Background: an optimization exercise with open tools, aiming at small area. Do not read the settings as production practice. The RTL was checked by simulation tests, not by an equivalence proof against the original design. No activity file was given, so power comes from the tool's default toggle rates.

## run A
==> flow/design.v (excerpt) <==
module nos64_ptw (
    input  wire        clk,
    input  wire        rst,             
    input  wire        cmd_valid,
    output wire        cmd_ready,
    input  wire [71:0] cmd_word,        
    input  wire [3:0]  rd_addr,
    output reg  [63:0] rd_data,
    output wire        tgt_req_valid,
    input  wire        tgt_req_ready,
    output wire        tgt_req_reg,     
    output wire [63:0] tgt_req_addr,
    input  wire        tgt_resp_valid,
    input  wire        tgt_resp_ok,
    input  wire [63:0] tgt_resp_data,
    output wire        diag_valid,
    output wire [1:0]  diag_level,
    output wire [9:0]  diag_flags,
    output wire [63:0] diag_value
);
Size: ~930 cells after synthesis, roughly 350 I/O pins, ~14000 µm² of cells after synthesis.
clock: 6.0 ns
lec_check: 0
cap_margin: 20
core_margin: 2
core_utilization: 40
place_density: 0.6
slew_margin: 20
run.sh (not shown) runs the stock make flow with config.mk's settings and CLKGATE_MAP_FILE= SYNTH_SCRIPT=/design/flow/synth_recipe.tcl, a recipe that flattens the netlist after the stock synthesis.
The inputs of run B differ from those of run A as listed below.
- changing CORE_UTILIZATION from 40 to 65
- changing PLACE_DENSITY from 0.6 to 0.8
==> flow/flow/run.sh (new file) <==
#!/bin/bash
# Standard ORFS layout, with small cells for the port buffers and a clock tree of few, large clusters.
set -euo pipefail
export BUFFER_PORTS_ARGS="-buffer_cell sky130_fd_sc_hd__buf_1"
export CTS_ARGS="-sink_clustering_enable -repair_clock_nets -dont_use_dummy_load -sink_clustering_size 30 -sink_clustering_max_diameter 60 -buf_list sky130_fd_sc_hd__clkbuf_16"
bash standard.sh > standard.log 2>&1
==> flow/standard.sh (new file) <==
#!/bin/bash
# synth_recipe.tcl (not shown) runs the flow's synth.tcl, then flattens the netlist and writes it again
# the make line also repeats each setting of config.mk as NAME=value (left out here)
make -C /OpenROAD-flow-scripts/flow DESIGN_CONFIG=/design/flow/config.mk WORK_HOME=/design/flow/orfs CLKGATE_MAP_FILE= SYNTH_SCRIPT=/design/flow/synth_recipe.tcl "${@:-finish}"
removed: flow/run.sh
--- outcome ---
Final cell area: run B below run A. The power in run B sits about 20% below the value recorded for run A. Compared with run A, in run B clock network power share decreased 10 points; post-synthesis to final-layout area growth decreased 22 points; iteration count of the initial detailed-routing pass increased 6; final worst setup slack increased 0.058 ns; placement-stage cell area decreased 14%.
Modified inputs, run C compared to run B
- changing CORE_UTILIZATION from 65 to 40
- changing PLACE_DENSITY from 0.8 to 0.6
==> flow/flow/run.sh <==
#!/bin/bash
# Standard ORFS layout, with small cells for the port buffers and the clock tree.
set -euo pipefail
export BUFFER_PORTS_ARGS="-buffer_cell sky130_fd_sc_hd__buf_1"
export CTS_ARGS="-sink_clustering_enable -repair_clock_nets -dont_use_dummy_load -buf_list sky130_fd_sc_hd__clkbuf_4"
bash standard.sh > standard.log 2>&1
Run C completed every stage of the flow, and the final layout passed the timing, DRC and antenna checks. Post-layout worst setup margin delta (run C − run B): favourable. Cell area delta (run C − run B): unfavourable. Total power came out higher on run C than on run B. Changes observed in run C relative to run B: adder-cell area share of the yosys netlist held steady, sum of met2 wire segment lengths after detailed routing grew by about 8%, clock power grew by about 10%. Internal power summed over all cells on run C is behind run B. Run C and run B ended up with nearly the same final count of hold timing violations. Taking run B as the reference, in run C area of the die moved up, global-route met2 utilization moved down, number of global-route vias before repair moved up.
[inputs] run D vs run C
- PLACE_DENSITY now 0.8, was 0.6
- CORE_UTILIZATION now 65, was 40
==> flow/flow/run.sh <==
#!/bin/bash
# Standard ORFS layout, with small cells for the port buffers and a clock tree of few, large clusters.
set -euo pipefail
export BUFFER_PORTS_ARGS="-buffer_cell sky130_fd_sc_hd__buf_1"
export CTS_ARGS="-sink_clustering_enable -repair_clock_nets -dont_use_dummy_load -sink_clustering_size 20 -sink_clustering_max_diameter 60 -buf_list sky130_fd_sc_hd__clkbuf_8"
bash standard.sh > standard.log 2>&1
Results
Run D against run C: number of vias in the routed layout went down 0.99%, proportion of layout cells with a drive suffix above 1 went down 4.4 points, part of the total power dissipated in the clock network went down 7.4 points. Run D finished all stages; the layout is clean. Run D has more setup slack than run C. As far as critical path depth goes, run D and run C are indistinguishable; the numbers are identical. In the metrics for run C and run D, the one carrying the higher non-clock buffer instance count of the final layout is run D.
Here is what was changed in the inputs of run E compared with run D.
-- flow/flow/run.sh --
<<< run D, line 5
export CTS_ARGS="-sink_clustering_enable -repair_clock_nets -dont_use_dummy_load -sink_clustering_size 20 -sink_clustering_max_diameter 60 -buf_list sky130_fd_sc_hd__clkbuf_8"
>>> run E, line 5
export CTS_ARGS="-sink_clustering_enable -repair_clock_nets -dont_use_dummy_load -sink_clustering_size 16 -sink_clustering_max_diameter 50 -buf_list sky130_fd_sc_hd__clkbuf_8"
==> summary.txt <==
Run E against run D: sequential share of layout area saw a decrease; number of sinks driven by the clock tree ~0 delta; cell area rose by 0.51%; share of total power in sequential cells moved down.
Final net count: run E and run D compared, higher one is run E
[run E vs run D] worst clock skew on the final layout: higher in run E
Count of clock buffers in the final design, run E vs run D: up by more than a quarter


The RTL this note starts from:
==> flow/design.v <==
module nos64_ptw (
    input  wire        clk,
    input  wire        rst,             
    input  wire        cmd_valid,
    output wire        cmd_ready,
    input  wire [71:0] cmd_word,        
    input  wire [3:0]  rd_addr,
    output reg  [63:0] rd_data,
    output wire        tgt_req_valid,
    input  wire        tgt_req_ready,
    output wire        tgt_req_reg,     
    output wire [63:0] tgt_req_addr,
    input  wire        tgt_resp_valid,
    input  wire        tgt_resp_ok,
    input  wire [63:0] tgt_resp_data,
    output wire        diag_valid,
    output wire [1:0]  diag_level,
    output wire [9:0]  diag_flags,
    output wire [63:0] diag_value
);
    reg        busy;      
    reg [1:0]  op;        
    reg        dec_now;   
    reg        tr_now;    
    reg        req;       
    reg        regph;     
    reg        memfail;   
    reg [1:0]  lvl;       
    reg [63:0] operand;
    reg [63:0] r0, r1, r2, r3;
    wire [7:0] cw = cmd_word[71:64];
    wire is_translate = (cw == 8'h10);
    wire is_decode    = (cw[7:2] == 6'b0010_00);
    wire accept       = cmd_valid && !busy;
    wire take         = tgt_resp_valid && tgt_resp_ok;
    assign cmd_ready = !busy;
    reg [8:0] idx;
    always @(*) begin
        case (lvl)
            2'd0: idx = operand[47:39];
            2'd1: idx = operand[38:30];
            2'd2: idx = operand[29:21];
            default: idx = operand[20:12];
        endcase
    end
    wire lvl0 = (lvl == 2'd0);
    assign tgt_req_valid = busy && req;
    assign tgt_req_reg   = regph;
    assign tgt_req_addr  = {r0[63:52] & {12{lvl0}}, r0[51:12], idx, 3'b000};
    assign diag_valid = dec_now || (take && !regph);
    assign diag_level = lvl;
    assign diag_value = ({64{dec_now}} & operand) | ({64{tr_now}} & tgt_resp_data);
    assign diag_flags = {diag_value[63], diag_value[8:0]};
    always @(posedge clk) begin
        if (rst) begin
            busy    <= 1'b0;
            op      <= 2'd0;
            dec_now <= 1'b0;
            tr_now  <= 1'b1;
        end else begin
            dec_now <= accept && is_decode;
            tr_now  <= !(accept && is_decode);
            if (accept) begin
                op      <= is_translate ? 2'd1 : is_decode ? 2'd2 : 2'd3;
                busy    <= is_translate;
            end else if (tgt_resp_valid) begin
                if (!tgt_resp_ok || (!regph && (!tgt_resp_data[0] || lvl == 2'd3)))
                    busy <= 1'b0;
            end
        end
    end
    always @(posedge clk) begin
        if (accept) begin
            operand <= cmd_word[63:0];
            req     <= 1'b1;
            regph   <= 1'b1;
            memfail <= 1'b0;
            lvl     <= cw[1:0];
        end else begin
            if (tgt_req_valid && tgt_req_ready)
                req <= 1'b0;
            if (tgt_resp_valid) begin
                if (regph) begin
                    if (tgt_resp_ok) begin
                        regph <= 1'b0;
                        req   <= 1'b1;
                    end
                end else if (!tgt_resp_ok) begin
                    memfail <= 1'b1;
                end else if (tgt_resp_data[0] && lvl != 2'd3) begin
                    lvl <= lvl + 2'd1;
                    req <= 1'b1;
                end
            end
        end
    end
    always @(posedge clk) begin
        if (take) begin
            r0 <= tgt_resp_data;
            r1 <= r0;
            r2 <= r1;
            r3 <= r2;
        end
    end
    wire tr = (op == 2'd1);
    wire dc = (op == 2'd2);
    wire walked = tr && !regph;                  
    wire ok_end = walked && !memfail && r0[0];   
    wire [2:0] nrd  = walked ? {1'b0, lvl} + 3'd1 : 3'd0;
    wire [2:0] nrec = walked ? {1'b0, lvl} + {2'd0, !memfail} : {2'd0, dc};
    wire err_any = (tr && (regph || memfail || !r0[0])) || (op == 2'd3);
    wire [2:0] err = !tr ? ((op == 2'd3) ? 3'd5 : 3'd0) :
                     regph ? 3'd2 : memfail ? 3'd3 : !r0[0] ? 3'd4 : 3'd0;
    wire [1:0] err_level = (walked && (memfail || !r0[0])) ? lvl : 2'd0;
    wire [1:0] state = (op == 2'd0) ? 2'd0 : {1'b1, err_any};
    wire [15:0] status = {op, tr, nrd, nrec, err_level, err, state};
    wire [3:0] a = rd_addr;
    wire [1:0] ai = a[1:0];
    wire is_dv = (a[3:2] == 2'd1);
    wire is_fl = (a[3:2] == 2'd2);
    wire is_slot = is_dv || is_fl;
    wire slot_ok = tr ? ({1'b0, ai} < nrec) : (dc && ai == 2'd0);
    wire [1:0] k = nrec[1:0] - 2'd1 - ai;        
    wire sel_op = ((a == 4'd3) && (op != 2'd0)) || (is_slot && dc && ai == 2'd0);
    wire sl_tr  = is_slot && tr && slot_ok;
    wire fa_src0 = memfail;                      
    wire sel0 = (sl_tr && k == 2'd0) || (a == 4'd1 && ok_end) || (a == 4'd2 && walked && fa_src0);
    wire sel1 = (sl_tr && k == 2'd1) || (a == 4'd2 && walked && !fa_src0);
    wire sel2 = (sl_tr && k == 2'd2);
    wire sel3 = (sl_tr && k == 2'd3);
    wire [63:0] word = ({64{sel_op}} & operand) | ({64{sel0}} & r0) | ({64{sel1}} & r1) |
                       ({64{sel2}} & r2) | ({64{sel3}} & r3);
    wire hi_keep = (a == 4'd3) || is_dv || (a == 4'd2 && lvl0);
    wire [1:0] fl_level = tr ? ai : lvl;
    always @(*) begin
        rd_data[63:52] = word[63:52] & {12{hi_keep}};
        rd_data[51:16] = word[51:16] & {36{!is_fl}};
        if (a == 4'd0)
            rd_data[15:0] = status;
        else if (is_fl)
            rd_data[15:0] = {slot_ok, 3'b000, fl_level & {2{slot_ok}}, word[63], word[8:0]};
        else if (a == 4'd1)
            rd_data[15:0] = {word[15:12], operand[11:0] & {12{ok_end}}};
        else if (a == 4'd2)
            rd_data[15:0] = {word[15:12], idx & {9{walked}}, 3'b000};
        else
            rd_data[15:0] = word[15:0];
    end
endmodule
clock: 6.0 ns
lec_check: 0
cap_margin: 20
core_margin: 2
core_utilization: 65
place_density: 0.8
slew_margin: 20
standard.sh (not shown) runs the stock make flow with config.mk's settings and CLKGATE_MAP_FILE= SYNTH_SCRIPT=/design/flow/synth_recipe.tcl, a recipe that flattens the netlist after the stock synthesis.
==> flow/flow/run.sh <==
#!/bin/bash
# Standard ORFS layout with three changes:
#  1. after the standard synthesis, the combinational logic is mapped again by ABC with an
#     area-oriented script (flow/area.abc); every flip-flop is kept as the standard synthesis
#     made it (same instances, names and cell types);
#  2. port buffers are buf_1 cells;
#  3. the clock tree uses clkbuf_8 cells and larger sink clusters.
# Each tool's output goes to a log file of its own in this folder.
set -euo pipefail
here=$(pwd)
export BUFFER_PORTS_ARGS="-buffer_cell sky130_fd_sc_hd__buf_1"
export CTS_ARGS="-sink_clustering_enable -repair_clock_nets -dont_use_dummy_load -sink_clustering_size 20 -sink_clustering_max_diameter 60 -buf_list sky130_fd_sc_hd__clkbuf_8"
R=$here/orfs/results/$FLOW_PLATFORM/nos64_ptw/base
LIB=$FLOW_HOME/platforms/$FLOW_PLATFORM/lib/sky130_fd_sc_hd__tt_025C_1v80.lib
YOSYS=$FLOW_HOME/../tools/install/yosys/bin/yosys
[ -x "$YOSYS" ] || YOSYS=yosys

# 1. standard synthesis, unchanged
bash standard.sh synth > synth.log 2>&1
cp $R/1_2_yosys.v $here/std_1_2_yosys.v

# 2. area re-mapping of the combinational logic
SEQ=$(cat $here/flow/seq_cells.txt)
DU=""; for c in $(cat $here/flow/dont_use.txt); do DU="$DU -dont_use $c"; done
printf 'set_driving_cell sky130_fd_sc_hd__buf_1\nset_load 5\n' > $here/abc.constr
cat > $here/reopt.ys <<EOT
read_liberty -ignore_miss_func -overwrite $LIB
read_verilog $here/std_1_2_yosys.v
hierarchy -top $FLOW_TOP
setattr -mod -set keep_hierarchy 1 $SEQ sky130_fd_sc_hd__conb_1
flatten
blackbox $SEQ sky130_fd_sc_hd__conb_1
techmap
opt -purge
abc -script $here/flow/area.abc -liberty $LIB $DU -constr $here/abc.constr -D 6000
splitnets
opt_clean -purge
hilomap -singleton -hicell sky130_fd_sc_hd__conb_1 HI -locell sky130_fd_sc_hd__conb_1 LO
insbuf -buf sky130_fd_sc_hd__buf_1 A X
rename -hide w:*.*
opt_clean -purge
stat -liberty $LIB
write_verilog -noattr -nohex -nodec $here/reopt_1_2_yosys.v
EOT
$YOSYS -s $here/reopt.ys > reopt.log 2>&1
$YOSYS -p "read_liberty -lib $LIB; read_verilog $here/reopt_1_2_yosys.v; hierarchy -top $FLOW_TOP; check -assert -mapped" > reopt_check.log 2>&1
# the flip-flops must be exactly those of the standard synthesis
ff() { grep -E '^\s*sky130_fd_sc_hd__[a-z]*df[a-z]*_[0-9]+ ' "$1" | awk '{print $1, $2}' | sort; }
if ! cmp -s <(ff $here/std_1_2_yosys.v) <(ff $here/reopt_1_2_yosys.v); then
  echo "re-mapping changed the flip-flops" >&2; exit 1
fi
cp $here/reopt_1_2_yosys.v $R/1_2_yosys.v

# 3. the rest of the standard layout
bash standard.sh > standard.log 2>&1
Other scripts of this flow, unchanged in this note and not shown: flow/flow/area.abc, flow/flow/dont_use.txt, flow/flow/seq_cells.txt
Change:
--- a/flow/flow/run.sh
+++ b/flow/flow/run.sh
@@ -12 +12 @@
-export CTS_ARGS="-sink_clustering_enable -repair_clock_nets -dont_use_dummy_load -sink_clustering_size 20 -sink_clustering_max_diameter 60 -buf_list sky130_fd_sc_hd__clkbuf_8"
+export CTS_ARGS="-sink_clustering_enable -repair_clock_nets -dont_use_dummy_load -sink_clustering_size 18 -sink_clustering_max_diameter 50 -buf_list sky130_fd_sc_hd__clkbuf_8"
Outcome:
- power came out higher by about 5%
- setup slack degrades by 0.062 ns
- area after synthesis does not change
- via count goes up by about 0.55%
- final area rose by 0.93%
- clock skew came out higher by 0.0052 ns
- final cell count increases by 0.69%
- clock-buffer cell count came out higher by 11
- sequential share of layout area falls by 0.60 points
Change:
--- a/flow/flow/run.sh
+++ b/flow/flow/run.sh
@@ -12 +12 @@
-export CTS_ARGS="-sink_clustering_enable -repair_clock_nets -dont_use_dummy_load -sink_clustering_size 18 -sink_clustering_max_diameter 50 -buf_list sky130_fd_sc_hd__clkbuf_8"
+export CTS_ARGS="-sink_clustering_enable -repair_clock_nets -dont_use_dummy_load -sink_clustering_size 20 -sink_clustering_max_diameter 45 -buf_list sky130_fd_sc_hd__clkbuf_8"
- GPL_TIMING_DRIVEN: unset -> 0
=>
- The new run passed the timing, DRC and antenna checks
- total power is lower slightly
- global-route usage falls by 0.23 points
- clock-buffer cell count is lower by 3
- synthesized cell count does not change
- critical path depth rises by 4
- die area is unchanged
Change:
--- a/flow/flow/run.sh
+++ b/flow/flow/run.sh
@@ -12 +12 @@
-export CTS_ARGS="-sink_clustering_enable -repair_clock_nets -dont_use_dummy_load -sink_clustering_size 20 -sink_clustering_max_diameter 45 -buf_list sky130_fd_sc_hd__clkbuf_8"
+export CTS_ARGS="-sink_clustering_enable -repair_clock_nets -dont_use_dummy_load -sink_clustering_size 20 -sink_clustering_max_diameter 60 -buf_list sky130_fd_sc_hd__clkbuf_8"
- CAP_MARGIN: 20 -> 5
- CORE_UTILIZATION: 65 -> 72
- GPL_TIMING_DRIVEN: 0 -> unset
- PLACE_DENSITY: 0.8 -> 0.85
- SLEW_MARGIN: 20 -> 5
=> Die area falls by 9.5%. Area after synthesis is unchanged. Hold slack stays flat. Fmax increases by 4.0%. Critical path depth fell by 2. Setup slack is better by 0.22 ns. Clock power went down by about 20%. Power came out lower by 4.6%.
Change:
--- a/flow/flow/run.sh
+++ b/flow/flow/run.sh
@@ -12 +12 @@
-export CTS_ARGS="-sink_clustering_enable -repair_clock_nets -dont_use_dummy_load -sink_clustering_size 20 -sink_clustering_max_diameter 60 -buf_list sky130_fd_sc_hd__clkbuf_8"
+export CTS_ARGS="-sink_clustering_enable -repair_clock_nets -dont_use_dummy_load -sink_clustering_size 10 -sink_clustering_max_diameter 35 -buf_list sky130_fd_sc_hd__clkbuf_4"
- CORE_UTILIZATION: 72 -> 65
- PLACE_DENSITY: 0.85 -> 0.8
Effect:
- clock power grows by about 8%
- routed wire length fell by 1.6%
- utilization goes down by 7.1 points
Change:
--- a/flow/flow/run.sh
+++ b/flow/flow/run.sh
@@ -12 +12 @@
-export CTS_ARGS="-sink_clustering_enable -repair_clock_nets -dont_use_dummy_load -sink_clustering_size 10 -sink_clustering_max_diameter 35 -buf_list sky130_fd_sc_hd__clkbuf_4"
+export CTS_ARGS="-sink_clustering_enable -repair_clock_nets -dont_use_dummy_load -sink_clustering_size 20 -sink_clustering_max_diameter 60 -buf_list sky130_fd_sc_hd__clkbuf_8"
=>
- The changed run passed the timing, DRC and antenna checks
- power fell by 1.2%
- sequential share of layout area rose by 0.15 points
- wire length fell by 0.94%
- area after synthesis stays the same
- utilization fell by 0.18 points
- design area is about the same
- clock power fell by about 5%
- clock skew fell by 0.017 ns
- via count fell by 1.4%
- hold slack got worse by 0.0042 ns
- setup slack improved by 0.048 ns

-- what the ideal ports hide --
No port has a modelled driver above. Below, the same layouts with a new extraction and two added sets of constraints.
Step 1 (the two cells are an assumption about what drives the block):
set clk [get_ports {clk}]
set_driving_cell -lib_cell sky130_fd_sc_hd__clkbuf_16 $clk
set_driving_cell -lib_cell sky130_fd_sc_hd__buf_2 [delete_from_list [all_inputs] $clk]
Step 2 adds t to the input delays and takes it off the output delays; t is the mean of the earliest and latest rising clock arrival at the registers after step 1. Input paths then give back, and output paths get back, about the clock's delay inside the block.
Slacks: ideal / step 1 / step 2; pairs: ideal / step 1.
run | t (ns) | setup slack, ns | worst register clock-pin slew, ns | pins driven straight from the clock port
run A | 0.568 | 0.246 / 0.193 / 0.391 | 0.06 / 0.06 | 1
run B | 0.555 | 0.304 / 0.256 / 0.506 | 0.10 / 0.10 | 1
run C | 0.737 | 0.398 / 0.349 / 0.775 | 0.07 / 0.07 | 1
run D | 0.596 | 0.523 / 0.478 / 0.760 | 0.12 / 0.12 | 1
run E | 0.609 | 0.507 / 0.466 / 0.762 | 0.10 / 0.10 | 1
the first run of note 2 | 0.611 | 0.395 / 0.347 / 0.562 | 0.12 / 0.12 | 1
the second run of note 2 | 0.575 | 0.333 / 0.290 / 0.499 | 0.11 / 0.11 | 1
the third run of note 2 | 0.624 | 0.227 / 0.182 / 0.417 | 0.10 / 0.10 | 1
the fourth run of note 2 | 0.583 | 0.452 / 0.410 / 0.667 | 0.12 / 0.12 | 1
the fifth run of note 2 | 0.698 | 0.295 / 0.252 / 0.557 | 0.11 / 0.11 | 1
the sixth run of note 2 | 0.610 | 0.343 / 0.295 / 0.551 | 0.12 / 0.12 | 1
After both steps every run listed still meets setup and hold.
